This design comes from an exercise in tuning for small area, a short achievable clock period and few clock cycles per item on the open sky130 flow, not from production work. In this exercise RTL edits were held to simulation tests only and were not proved equivalent to the original.

## flow/design.v (module list and top-level ports; edited modules follow where they fit)
// module npnz_engine: 447 lines
// module npnz_mac: 877 lines
// module npnz_fa: 4 lines
// module npnz_bsel2: 4 lines
// module npnz_bsel: 3 lines
module npnz_engine (
    input             clk,
    input             rst,           
    input             cmd_valid,
    output            cmd_ready,
    input      [31:0] cmd_data,
    output            rsp_valid,
    output     [31:0] rsp_data,
    output            mem_req,
    output            mem_we,
    output     [15:0] mem_addr,
    output     [15:0] mem_wdata,
    input             mem_ack,
    input      [15:0] mem_rdata
);
  // ...
==> flow/run.sh <==
#!/bin/bash
# synth_recipe.tcl (not shown) runs the flow's synth.tcl, then flattens the netlist and writes it again
# the make line also repeats each setting of config.mk as NAME=value (left out here)
make -C /OpenROAD-flow-scripts/flow DESIGN_CONFIG=/design/flow/config.mk WORK_HOME=/design/flow/orfs CLKGATE_MAP_FILE= SYNTH_SCRIPT=/design/flow/synth_recipe.tcl finish
==> flow/config.mk <==
export PLATFORM = sky130hd
export DESIGN_NAME = npnz_engine
export DESIGN_NICKNAME = npnz_engine
export VERILOG_FILES = /design/flow/design.v
export SDC_FILE = /design/flow/constraint.sdc
export NUM_CORES = 8
export LEC_CHECK = 0
export CAP_MARGIN = 20
export CORE_MARGIN = 2
export CORE_UTILIZATION = 60
export MIN_ROUTING_LAYER = met1
export PLACE_DENSITY = 0.75
export SETUP_SLACK_MARGIN = 5
export SLEW_MARGIN = 20
export SYNTH_HIERARCHICAL = 1
export SYNTH_MINIMUM_KEEP_SIZE = 0
==> flow/constraint.sdc <==
create_clock -name core_clock -period 13.0 [get_ports {clk}]
set_input_delay 2.6000 -clock core_clock [delete_from_list [all_inputs] [get_ports {clk}]]
set_output_delay 2.6000 -clock core_clock [all_outputs]
set_load 0.01 [all_outputs]
==> flow_summary.json, run 1 <==
{
  "outcome": "complete, no violations",
  "final_util_pct": 67.8,
  "tightest_slew_ns": 1.30,
  "synthArstFlopShare_pct": 0,
  "ys_seq_elements": 672,
  "ys_warn_count": 7,
  "path_cells": "buf_4 > ha_1 > nand3_1 > o22ai_1 > o21a_1 > o21a_1 > o21a_1 > o21ai_0 > a21oi_1 > o21ai_0 > mux2_2 > mux2i_2 > mux2i_1 > o21ai_0 > clkdlybuf4s50_1",
  "hold_viol": 0,
  "hpwlAfterDp_um": 176000,
  "vias": 54093,
  "period_share_pct": 61.4,
  "num_rows": 113,
  "cts_hold_buf": 0,
  "coreArea_mm2": 0.0946,
  "wirelength_um": 249000,
  "cts_made_buffers": 76,
  "path_depth": 15,
  "pre_cts_ws_ns": 3.04,
  "post-cts-setup-buffers": 30,
  "nets": 6512,
  "hold_class": "flop to flop",
  "multi_input_comb_area_mm2": 0.0371,
  "grt_max_degree": 77,
  "fin_crit_ns": 7.98,
  "ff2ff_path_depth": 20,
  "dp_cells": 6982,
  "seq_cell_count": 672,
  "synth_edf_count": 526,
  "antenna_found_initial": 29,
  "inv_count": 211,
  "ys_types": 106,
  "synth_ff_type": "edfxtp_1"
}
Testbench counts, summed over its fixed seeds: cycles 19,624, items 3,352.
==> run 2, diff against run 1 <==
--- a/flow/design.v
+++ b/flow/design.v
@@ -1315,21 +1315,242 @@
     wire n858, n859;
     npnz_fa fn858 (.a(1'b1), .b(n763), .c(n764), .s(n858), .co(n859));
     wire n860, n861;
     npnz_fa fn860 (.a(n303), .b(c[47]), .c(n765), .s(n860), .co(n861));
     wire n862 = c[48] ^ 1'b1;
     wire n863 = c[48] & 1'b1;
     wire [48:0] r0 = {n861, n859, n857, n855, n853, n851, n849, n847, n845, n843, n841, n839, n837, n835, n833, n831, n829, n827, n825, n823, n821, n819, n817, n815, n813, n811, n809, n807, n805, n803, n801, n799, n797, n795, n793, n791, n789, n787, n785, n783, n781, n779, n777, n775, n773, n771, n769, n767, c[0]};
     wire [48:0] r1 = {n862, n860, n858, n856, n854, n852, n850, n848, n846, n844, n842, n840, n838, n836, n834, n832, n830, n828, n826, n824, n822, n820, n818, n816, n814, n812, n810, n808, n806, n804, n802, n800, n798, n796, n794, n792, n790, n788, n786, n784, n782, n780, n778, n776, n774, n772, n770, n768, n766};
-    assign p = r0 + r1;
+    wire co_unused;
+    npnz_add49 u_add (.a(r0), .b(r1), .cin(1'b0), .s(p), .cout(co_unused));
 endmodule
 module npnz_fa(input a, input b, input c, output s, output co);
     assign s = a ^ b ^ c;
     assign co = (a & b) | (c & (a ^ b));
 endmodule
 module npnz_bsel2(input a1, input a0, input am, input one, input two, input neg, output p0, output p1);
     assign p0 = ((one & a0) | (two & am)) ^ neg;
     assign p1 = ((one & a1) | (two & a0)) ^ neg;
 endmodule
 module npnz_bsel(input a, input am, input one, input two, input neg, output p);
     assign p = ((one & a) | (two & am)) ^ neg;
 endmodule
+module npnz_add49(input [48:0] a, input [48:0] b, input cin, output [48:0] s, output cout);
+    wire [48:0] p = a ^ b;
+    wire [48:0] g0 = a & b;
+    wire G_0_0 = g0[0] | (p[0] & cin);
+    wire g_1 = g0[1] | (p[1] & G_0_0);
+    wire g_2 = g0[3] | (p[3] & g0[2]);
+    wire p_2 = p[3] & p[2];
+    wire g_3 = g0[5] | (p[5] & g0[4]);
+    wire p_3 = p[5] & p[4];
+    wire g_4 = g0[7] | (p[7] & g0[6]);
+    wire p_4 = p[7] & p[6];
+    wire g_5 = g0[9] | (p[9] & g0[8]);
+    wire p_5 = p[9] & p[8];
+    wire g_6 = g0[11] | (p[11] & g0[10]);
+    wire p_6 = p[11] & p[10];
+    wire g_7 = g0[13] | (p[13] & g0[12]);
+    wire p_7 = p[13] & p[12];
+    wire g_8 = g0[15] | (p[15] & g0[14]);
+    wire p_8 = p[15] & p[14];
+    wire g_9 = g0[17] | (p[17] & g0[16]);
+    wire p_9 = p[17] & p[16];
+    wire g_10 = g0[19] | (p[19] & g0[18]);
+    wire p_10 = p[19] & p[18];
+    wire g_11 = g0[21] | (p[21] & g0[20]);
+    wire p_11 = p[21] & p[20];
+    wire g_12 = g0[23] | (p[23] & g0[22]);
+    wire p_12 = p[23] & p[22];
+    wire g_13 = g0[25] | (p[25] & g0[24]);
+    wire p_13 = p[25] & p[24];
+    wire g_14 = g0[27] | (p[27] & g0[26]);
+    wire p_14 = p[27] & p[26];
+    wire g_15 = g0[29] | (p[29] & g0[28]);
+    wire p_15 = p[29] & p[28];
+    wire g_16 = g0[31] | (p[31] & g0[30]);
+    wire p_16 = p[31] & p[30];
+    wire g_17 = g0[33] | (p[33] & g0[32]);
+    wire p_17 = p[33] & p[32];
+    wire g_18 = g0[35] | (p[35] & g0[34]);
+    wire p_18 = p[35] & p[34];
+    wire g_19 = g0[37] | (p[37] & g0[36]);
+    wire p_19 = p[37] & p[36];
+    wire g_20 = g0[39] | (p[39] & g0[38]);
+    wire p_20 = p[39] & p[38];
+    wire g_21 = g0[41] | (p[41] & g0[40]);
+    wire p_21 = p[41] & p[40];
+    wire g_22 = g0[43] | (p[43] & g0[42]);
+    wire p_22 = p[43] & p[42];
+    wire g_23 = g0[45] | (p[45] & g0[44]);
+    wire p_23 = p[45] & p[44];
+    wire g_24 = g0[47] | (p[47] & g0[46]);
+    wire p_24 = p[47] & p[46];
+    wire g_25 = g0[2] | (p[2] & g_1);
+    wire g_26 = g_2 | (p_2 & g_1);
+    wire g_27 = g0[6] | (p[6] & g_3);
+    wire p_27 = p[6] & p_3;
+    wire g_28 = g_4 | (p_4 & g_3);
+    wire p_28 = p_4 & p_3;
+    wire g_29 = g0[10] | (p[10] & g_5);
+    wire p_29 = p[10] & p_5;
+    wire g_30 = g_6 | (p_6 & g_5);
+    wire p_30 = p_6 & p_5;
+    wire g_31 = g0[14] | (p[14] & g_7);
+    wire p_31 = p[14] & p_7;
+    wire g_32 = g_8 | (p_8 & g_7);
+    wire p_32 = p_8 & p_7;
+    wire g_33 = g0[18] | (p[18] & g_9);
+    wire p_33 = p[18] & p_9;
+    wire g_34 = g_10 | (p_10 & g_9);
+    wire p_34 = p_10 & p_9;
+    wire g_35 = g0[22] | (p[22] & g_11);
+    wire p_35 = p[22] & p_11;
+    wire g_36 = g_12 | (p_12 & g_11);
+    wire p_36 = p_12 & p_11;
+    wire g_37 = g0[26] | (p[26] & g_13);
+    wire p_37 = p[26] & p_13;
+    wire g_38 = g_14 | (p_14 & g_13);
+    wire p_38 = p_14 & p_13;
+    wire g_39 = g0[30] | (p[30] & g_15);
+    wire p_39 = p[30] & p_15;
+    wire g_40 = g_16 | (p_16 & g_15);
+    wire p_40 = p_16 & p_15;
+    wire g_41 = g0[34] | (p[34] & g_17);
+    wire p_41 = p[34] & p_17;
+    wire g_42 = g_18 | (p_18 & g_17);
+    wire p_42 = p_18 & p_17;
+    wire g_43 = g0[38] | (p[38] & g_19);
+    wire p_43 = p[38] & p_19;
+    wire g_44 = g_20 | (p_20 & g_19);
+    wire p_44 = p_20 & p_19;
+    wire g_45 = g0[42] | (p[42] & g_21);
+    wire p_45 = p[42] & p_21;
+    wire g_46 = g_22 | (p_22 & g_21);
+    wire p_46 = p_22 & p_21;
+    wire g_47 = g0[46] | (p[46] & g_23);
+    wire p_47 = p[46] & p_23;
+    wire g_48 = g_24 | (p_24 & g_23);
+    wire p_48 = p_24 & p_23;
+    wire g_49 = g0[4] | (p[4] & g_26);
+    wire g_50 = g_3 | (p_3 & g_26);
+    wire g_51 = g_27 | (p_27 & g_26);
+    wire g_52 = g_28 | (p_28 & g_26);
+    wire g_53 = g0[12] | (p[12] & g_30);
+    wire p_53 = p[12] & p_30;
+    wire g_54 = g_7 | (p_7 & g_30);
+    wire p_54 = p_7 & p_30;
+    wire g_55 = g_31 | (p_31 & g_30);
+    wire p_55 = p_31 & p_30;
+    wire g_56 = g_32 | (p_32 & g_30);
+    wire p_56 = p_32 & p_30;
+    wire g_57 = g0[20] | (p[20] & g_34);
+    wire p_57 = p[20] & p_34;
+    wire g_58 = g_11 | (p_11 & g_34);
+    wire p_58 = p_11 & p_34;
+    wire g_59 = g_35 | (p_35 & g_34);
+    wire p_59 = p_35 & p_34;
+    wire g_60 = g_36 | (p_36 & g_34);
+    wire p_60 = p_36 & p_34;
+    wire g_61 = g0[28] | (p[28] & g_38);
+    wire p_61 = p[28] & p_38;
+    wire g_62 = g_15 | (p_15 & g_38);
+    wire p_62 = p_15 & p_38;
+    wire g_63 = g_39 | (p_39 & g_38);
+    wire p_63 = p_39 & p_38;
+    wire g_64 = g_40 | (p_40 & g_38);
+    wire p_64 = p_40 & p_38;
+    wire g_65 = g0[36] | (p[36] & g_42);
+    wire p_65 = p[36] & p_42;
+    wire g_66 = g_19 | (p_19 & g_42);
+    wire p_66 = p_19 & p_42;
+    wire g_67 = g_43 | (p_43 & g_42);
+    wire p_67 = p_43 & p_42;
+    wire g_68 = g_44 | (p_44 & g_42);
+    wire p_68 = p_44 & p_42;
+    wire g_69 = g0[44] | (p[44] & g_46);
+    wire p_69 = p[44] & p_46;
+    wire g_70 = g_23 | (p_23 & g_46);
+    wire p_70 = p_23 & p_46;
+    wire g_71 = g_47 | (p_47 & g_46);
+    wire p_71 = p_47 & p_46;
+    wire g_72 = g_48 | (p_48 & g_46);
+    wire p_72 = p_48 & p_46;
+    wire g_73 = g0[8] | (p[8] & g_52);
+    wire g_74 = g_5 | (p_5 & g_52);
+    wire g_75 = g_29 | (p_29 & g_52);
+    wire g_76 = g_30 | (p_30 & g_52);
+    wire g_77 = g_53 | (p_53 & g_52);
+    wire g_78 = g_54 | (p_54 & g_52);
+    wire g_79 = g_55 | (p_55 & g_52);
+    wire g_80 = g_56 | (p_56 & g_52);
+    wire g_81 = g0[24] | (p[24] & g_60);
+    wire p_81 = p[24] & p_60;
+    wire g_82 = g_13 | (p_13 & g_60);
+    wire p_82 = p_13 & p_60;
+    wire g_83 = g_37 | (p_37 & g_60);
+    wire p_83 = p_37 & p_60;
+    wire g_84 = g_38 | (p_38 & g_60);
+    wire p_84 = p_38 & p_60;
+    wire g_85 = g_61 | (p_61 & g_60);
+    wire p_85 = p_61 & p_60;
+    wire g_86 = g_62 | (p_62 & g_60);
+    wire p_86 = p_62 & p_60;
+    wire g_87 = g_63 | (p_63 & g_60);
+    wire p_87 = p_63 & p_60;
+    wire g_88 = g_64 | (p_64 & g_60);
+    wire p_88 = p_64 & p_60;
+    wire g_89 = g0[40] | (p[40] & g_68);
+    wire p_89 = p[40] & p_68;
+    wire g_90 = g_21 | (p_21 & g_68);
+    wire p_90 = p_21 & p_68;
+    wire g_91 = g_45 | (p_45 & g_68);
+    wire p_91 = p_45 & p_68;
+    wire g_92 = g_46 | (p_46 & g_68);
+    wire p_92 = p_46 & p_68;
+    wire g_93 = g_69 | (p_69 & g_68);
+    wire p_93 = p_69 & p_68;
+    wire g_94 = g_70 | (p_70 & g_68);
+    wire p_94 = p_70 & p_68;
+    wire g_95 = g_71 | (p_71 & g_68);
+    wire p_95 = p_71 & p_68;
+    wire g_96 = g_72 | (p_72 & g_68);
+    wire p_96 = p_72 & p_68;
+    wire g_97 = g0[16] | (p[16] & g_80);
+    wire g_98 = g_9 | (p_9 & g_80);
+    wire g_99 = g_33 | (p_33 & g_80);
+    wire g_100 = g_34 | (p_34 & g_80);
+    wire g_101 = g_57 | (p_57 & g_80);
+    wire g_102 = g_58 | (p_58 & g_80);
+    wire g_103 = g_59 | (p_59 & g_80);
+    wire g_104 = g_60 | (p_60 & g_80);
+    wire g_105 = g_81 | (p_81 & g_80);
+    wire g_106 = g_82 | (p_82 & g_80);
+    wire g_107 = g_83 | (p_83 & g_80);
+    wire g_108 = g_84 | (p_84 & g_80);
+    wire g_109 = g_85 | (p_85 & g_80);
+    wire g_110 = g_86 | (p_86 & g_80);
+    wire g_111 = g_87 | (p_87 & g_80);
+    wire g_112 = g_88 | (p_88 & g_80);
+    wire g_113 = g0[48] | (p[48] & g_96);
+    wire p_113 = p[48] & p_96;
+    wire g_114 = g0[32] | (p[32] & g_112);
+    wire g_115 = g_17 | (p_17 & g_112);
+    wire g_116 = g_41 | (p_41 & g_112);
+    wire g_117 = g_42 | (p_42 & g_112);
+    wire g_118 = g_65 | (p_65 & g_112);
+    wire g_119 = g_66 | (p_66 & g_112);
+    wire g_120 = g_67 | (p_67 & g_112);
+    wire g_121 = g_68 | (p_68 & g_112);
+    wire g_122 = g_89 | (p_89 & g_112);
+    wire g_123 = g_90 | (p_90 & g_112);
+    wire g_124 = g_91 | (p_91 & g_112);
+    wire g_125 = g_92 | (p_92 & g_112);
+    wire g_126 = g_93 | (p_93 & g_112);
+    wire g_127 = g_94 | (p_94 & g_112);
+    wire g_128 = g_95 | (p_95 & g_112);
+    wire g_129 = g_96 | (p_96 & g_112);
+    wire g_130 = g_113 | (p_113 & g_112);
+    wire [48:0] c = {g_129, g_128, g_127, g_126, g_125, g_124, g_123, g_122, g_121, g_120, g_119, g_118, g_117, g_116, g_115, g_114, g_112, g_111, g_110, g_109, g_108, g_107, g_106, g_105, g_104, g_103, g_102, g_101, g_100, g_99, g_98, g_97, g_80, g_79, g_78, g_77, g_76, g_75, g_74, g_73, g_52, g_51, g_50, g_49, g_26, g_25, g_1, G_0_0, cin};
+    assign s = p ^ c;
+    assign cout = g_130;
+endmodule
==> run 2 against run 1 <==
  * Sequential share of layout area increased by 0.23 points
  * Synthesized area decreased by 0.32%
  * Wire length decreased by 0.71%
  * Worst setup slack got worse by 0.020 ns
  * Global-route usage decreased by 0.34 points
  * Clock-buffer cell count shrank 5
  * Utilization grew 0.18 points
  * Final cell count shrank 1.6%
  * Flip-flop and latch count unchanged
  * Critical path type unchanged
==> flow_summary.json, run 2 <==
{
  "area_delta_synth_final_pct": 12.0,
  "final-setup-viol-count": 0,
  "drive_gt1_share_pct": 11.2,
  "nets": 6421,
  "route.detailed.drc": 0,
  "hold_class": "flop to flop",
  "layout_commonest_cell": "nand2_1",
  "crit_arrival_ns": 5.40,
  "grt_max_degree": 77,
  "grt_pass1_wl_um": 346000,
  "fin_crit_ns": 8.00,
  "vias": 53382,
  "cts.path.max_buffers": 3,
  "num_rows": 112,
  "path_clk_slew_ns": 0.06,
  "setup.worst_path.start_class": "flop",
  "reg.largest.list": "w (64), mr (49), pb (49)",
  "dp_cells": 6904,
  "ff2ff_path_depth": 26,
  "clock_latency_ns": 0.70,
  "worstPathRequired_ns": 10.40,
  "grt_overflow_total": 0,
  "whs_ns": 0.469,
  "hpwlAfterDp_um": 174000,
  "seqCellArea_mm2": 0.0187,
  "clock_sinks": 672,
  "cts_made_buffers": 76,
  "critPathMaxFanout": 16,
  "drv_slew": 0,
  "period_share_pct": 61.5,
  "multi_input_comb_area_mm2": 0.0367,
  "antenna_left": 0,
  "mostFrequentLayoutCells": "nand2_1, edfxtp_1, xnor2_1, a22oi_1, ha_1",
  "wl_per_cell_um": 34.7,
  "coreArea_mm2": 0.0936,
  "cp-startpoint": "mr[25]",
  "cp-endpoint": "rsp_data[5]",
  "maxCapViolCount": 0,
  "antenna_found_initial": 21,
  "dieArea_mm2": 0.0971,
  "max_freq_ghz": 0.125,
  "r2r_slack_ns": 5.05,
  "relSlewSlack_pct": 16.1,
  "grt_pass1_vias": 48820,
  "wirelength_um": 247000,
  "syn_inst": 5709,
  "r2r_start": "preshift[14]",
  "final_util_pct": 68.0,
  "layout.cells.non_filler": 7122,
  "initial_core_util_pct": 60.7,
  "ios": 120,
  "setup_tns_ns": 0,
  "end_kind": "primary output",
  "portBuffers": 106,
  "grtUsageTotal_pct": 48.9,
  "tightest_slew_ns": 1.26,
  "dieHeight_um": 312,
  "avgSynthCellArea_um2": 9.94,
  "nFillCells": 7433,
  "largest-register": "w",
  "root_buffer": "clkbuf_16",
  "critical_path_class": "flop to primary output",
  "htree_levels": 3,
  "dr.pass1.iters": 19,
  "drt_iter0_drc": 9785,
  "fp.dieW_um": 312,
  "grt_setup_unrepaired": "true",
  "vias_per_cell": 7.50,
  "ys_warn_count": 7,
  "largest_reg_flops": 64,
  "outcome": "complete, no violations",
  "hold_viol": 0,
  "r2r_end": "mr[19]",
  "gp_congestion": 1.07,
  "netlist_area_mm2": 0.0568,
  "finClkSkew_ns": 0.0411,
  "tritoncts": "done"
}
run 2: cell type report:
| type | count | share of cell area (%) |
|---|---|---|
| multi-input cells | 4495 | 57.7 |
| flip-flops and latches | 672 | 29.4 |
| repair buffers | 321 | 4.84 |
| clock buffers | 94 | 3.17 |
| well taps | 1254 | 2.47 |
| inverters | 226 | 1.33 |
| clock inverters | 44 | 0.980 |
| diodes | 16 | 0.0629 |
run 2: per-layer routing:
| metal | wire length [µm] | global-route usage, % | vias to the layer above |
|---|---|---|---|
| li1 | - | - | 21591 |
| met2 | 97900 | 67.4 | 4972 |
| met1 | 86500 | 64.0 | 25653 |
| met5 | 336 | 0.988 | - |
| met4 | 18500 | 26.6 | 20 |
| met3 | 44000 | 21.6 | 1146 |
run 2: per-stage QoR:
step	setup WS, ns	instance area [µm²]
final	5.00	63600
after global routing	4.93	63600
after CTS	5.00	62700
after detailed placement	3.61	59600
after global placement	3.76	59500
after floorplan	5.00	57000
run 2: worst min path at each step:
stage                     slack [ns]          end   startpoint  depth (start not counted)
after floorplan                 0.44   hist_e2[0]   hist_e2[0]                          2
after global placement          0.45  hist_e2[14]  hist_e2[14]                          2
after detailed placement        0.46  hist_e2[10]  hist_e2[10]                          2
after CTS                       0.47  hist_e1[15]  hist_e0[15]                          2
after global routing            0.48  hist_e2[10]  hist_e2[10]                          2
final                           0.47  hist_e2[14]  hist_e2[14]                          2
run 2: critical path, stage by stage (launching register included):
cell	delay [ns]
edfxtp_1	0.85
ha_1	0.53
nand4_1	0.13
nor3_1	0.28
o21ai_0	0.20
a21o_1	0.21
nand3_1	0.14
o22a_2	0.48
mux2i_1	0.51
o2111ai_1	0.40
o211ai_1	0.33
clkdlybuf4s50_1	0.63
run 2: what timing repair did:
action,in CTS,in global routing
hold buffers,0,0
gates cloned,3,5
endpoints found under the setup margin,120,126
setup buffers,25,29
gates resized for setup,68,102
hold endpoints to repair,0,0
pin swaps,5,16
Testbench counts of run 2, summed over its fixed seeds: cycles 19,624, items 3,352.
==> run 3, diff against run 2 <==
--- a/flow/config.mk
+++ b/flow/config.mk
@@ -9,4 +9,6 @@
 export CORE_MARGIN = 2
 export CORE_UTILIZATION = 60
+export CTS_CLUSTER_DIAMETER = 70
+export CTS_CLUSTER_SIZE = 24
 export MIN_ROUTING_LAYER = met1
 export PLACE_DENSITY = 0.75
==> run 3 against run 2 <==
  * Critical path type unchanged
  * Still clean on timing, DRC and antenna
  * Register-to-register slack better by 0.02 ns
  * Wire length shrank 0.90%
  * Synthesized cell count stayed put
  * Clock-buffer cell count decreased by 40
  * Utilization shrank 0.92 points
  * Clock skew rose by 0.0045 ns
  * Non-clock buffer count is 5 lower
  * Die area is the same
==> flow_summary.json, run 3 <==
{
  "num_rows": 112,
  "grtUsageTotal_pct": 48.5,
  "dpl_cell_area_mm2": 0.0596,
  "initial_core_util_pct": 60.7,
  "path_clk_slew_ns": 0.09,
  "nets": 6390,
  "area_delta_synth_final_pct": 10.5,
  "final_area_mm2": 0.0628,
  "fin_crit_ns": 8.03,
  "grt_max_degree": 77,
  "drt_iter0_drc": 9847,
  "crit_arrival_ns": 5.43,
  "dp_cells": 6904,
  "hold_class": "flop to flop",
  "wirelength_um": 245000,
  "finClkSkew_ns": 0.0456,
  "grt_overflow_total": 0,
  "ios": 120,
  "hpwlAfterDp_um": 174000,
  "vias_per_cell": 7.50,
  "clock_latency_ns": 0.71,
  "end_kind": "primary output",
  "reg.largest.list": "w (64), mr (49), pb (49)",
  "dr.pass1.iters": 10,
  "mostFrequentLayoutCells": "nand2_1, edfxtp_1, xnor2_1, a22oi_1, ha_1",
  "setup.worst_path.start_class": "flop",
  "tightest_slew_ns": 1.26,
  "gp_congestion": 1.07,
  "whs_ns": 0.474,
  "cts_hold_buf": 0,
  "ys_warn_count": 7,
  "netlist_area_mm2": 0.0568,
  "critical_path_class": "flop to primary output",
  "root_buffer": "clkbuf_16",
  "multi_input_comb_area_mm2": 0.0367,
  "htree_levels": 2,
  "max_freq_ghz": 0.124,
  "tritoncts": "done",
  "critPathMaxFanout": 16,
  "clock_sinks": 672,
  "wl_per_cell_um": 34.6,
  "drv_slew": 0,
  "seqCellArea_mm2": 0.0187,
  "antenna_found_initial": 18,
  "grt_pass1_vias": 48486,
  "final-setup-viol-count": 0,
  "grt_setup_unrepaired": "true",
  "route.detailed.drc": 0,
  "grt_pass1_wl_um": 343000,
  "portBuffers": 106,
  "vias": 53053,
  "cts_made_buffers": 50,
  "outcome": "complete, no violations",
  "avgSynthCellArea_um2": 9.94,
  "syn_inst": 5709,
  "fp.dieW_um": 312,
  "nFillCells": 7549,
  "dieArea_mm2": 0.0971,
  "final_util_pct": 67.0,
  "setup_tns_ns": 0,
  "hold_viol": 0,
  "layout_commonest_cell": "nand2_1",
  "worstPathRequired_ns": 10.40,
  "maxCapViolCount": 0,
  "antenna_left": 0,
  "drive_gt1_share_pct": 10.8,
  "dieHeight_um": 312,
  "period_share_pct": 61.8,
  "r2r_slack_ns": 5.07,
  "largest-register": "w",
  "layout.cells.non_filler": 7070,
  "largest_reg_flops": 64,
  "coreArea_mm2": 0.0936,
  "cts.path.max_buffers": 3,
  "relSlewSlack_pct": 16.0
}
## run 3: metal layers
metal  global-route usage (%)  vias up  wire, µm
met5                     1.28        -       288
met2                     66.9     4929     97400
met4                     26.2       14     17500
met1                     63.4    25503     85900
li1                         -    21518         -
met3                     21.6     1089     43800
## run 3: final timing paths
kind / end / startpoint / depth (start not counted)
setup reg to reg: pb[42] / op_t2 / 27
setup / recovery: rsp_data[5] / mr[25] / 11
hold / removal: hist_e2[14] / hist_e2[14] / 2
hold reg to reg: hist_e2[14] / hist_e2[14] / 2
## run 3: timing repair
action,CTS,global route
pin swaps,4,15
hold endpoints to repair,0,0
setup buffers,23,24
setup endpoints to repair,121,120
cloned,3,4
gates resized for setup,70,93
## run 3: stage by stage
step           setup WS, ns
2_1_floorplan          5.00
3_3_place_gp           3.76
3_5_place_dp           3.61
4_1_cts                5.01
5_1_grt                4.88
6_report               4.97
## run 3: area by class of cell
| cell class | instances | area share, % |
|---|---|---|
| antenna | 15 | 0.0598 |
| clock buffer | 54 | 2.03 |
| clock inverter | 38 | 0.917 |
| inverter | 226 | 1.35 |
| multi-input combinational | 4495 | 58.5 |
| sequential | 672 | 29.9 |
| tap | 1254 | 2.50 |
| timing repair buffer | 316 | 4.78 |
## run 3: worst max-delay path, cell delays in order (launching register included)
cell	delay (ns)
edfxtp_1	0.87
ha_1	0.53
nand4_1	0.13
nor3_1	0.29
o21ai_0	0.21
a21o_1	0.21
nand3_1	0.16
o22a_2	0.47
mux2i_1	0.49
o2111ai_1	0.41
o211ai_1	0.33
clkdlybuf4s50_1	0.62

==> re-timing with driven ports <==
No port has a modelled driver above. Below, the same layouts with a new extraction and two added sets of constraints.
Step 1, drivers: a clkbuf_16 drives clk and a buf_2 each remaining input, both assumed.
Step 2 also shifts input and output timing later by t, the mid clock arrival at the registers, as if the neighbouring blocks saw the same clock.
Slacks: ideal ports / drivers / drivers and shift; pairs: ideal ports / drivers.
run | shift t [ns] | setup WS [ns] | hold WS [ns]
run 1 | 0.762 | 5.020 / 4.936 / 4.515 | 0.466 / 0.466 / 0.466
run 2 | 0.752 | 5.000 / 4.923 / 4.377 | 0.469 / 0.469 / 0.469
run 3 | 0.766 | 4.966 / 4.886 / 4.455 | 0.474 / 0.474 / 0.474
After both steps every run listed still meets setup and hold. The setup slack of run 2, which loses most, moves by -0.077 ns with the drivers and by -0.623 ns with both steps.
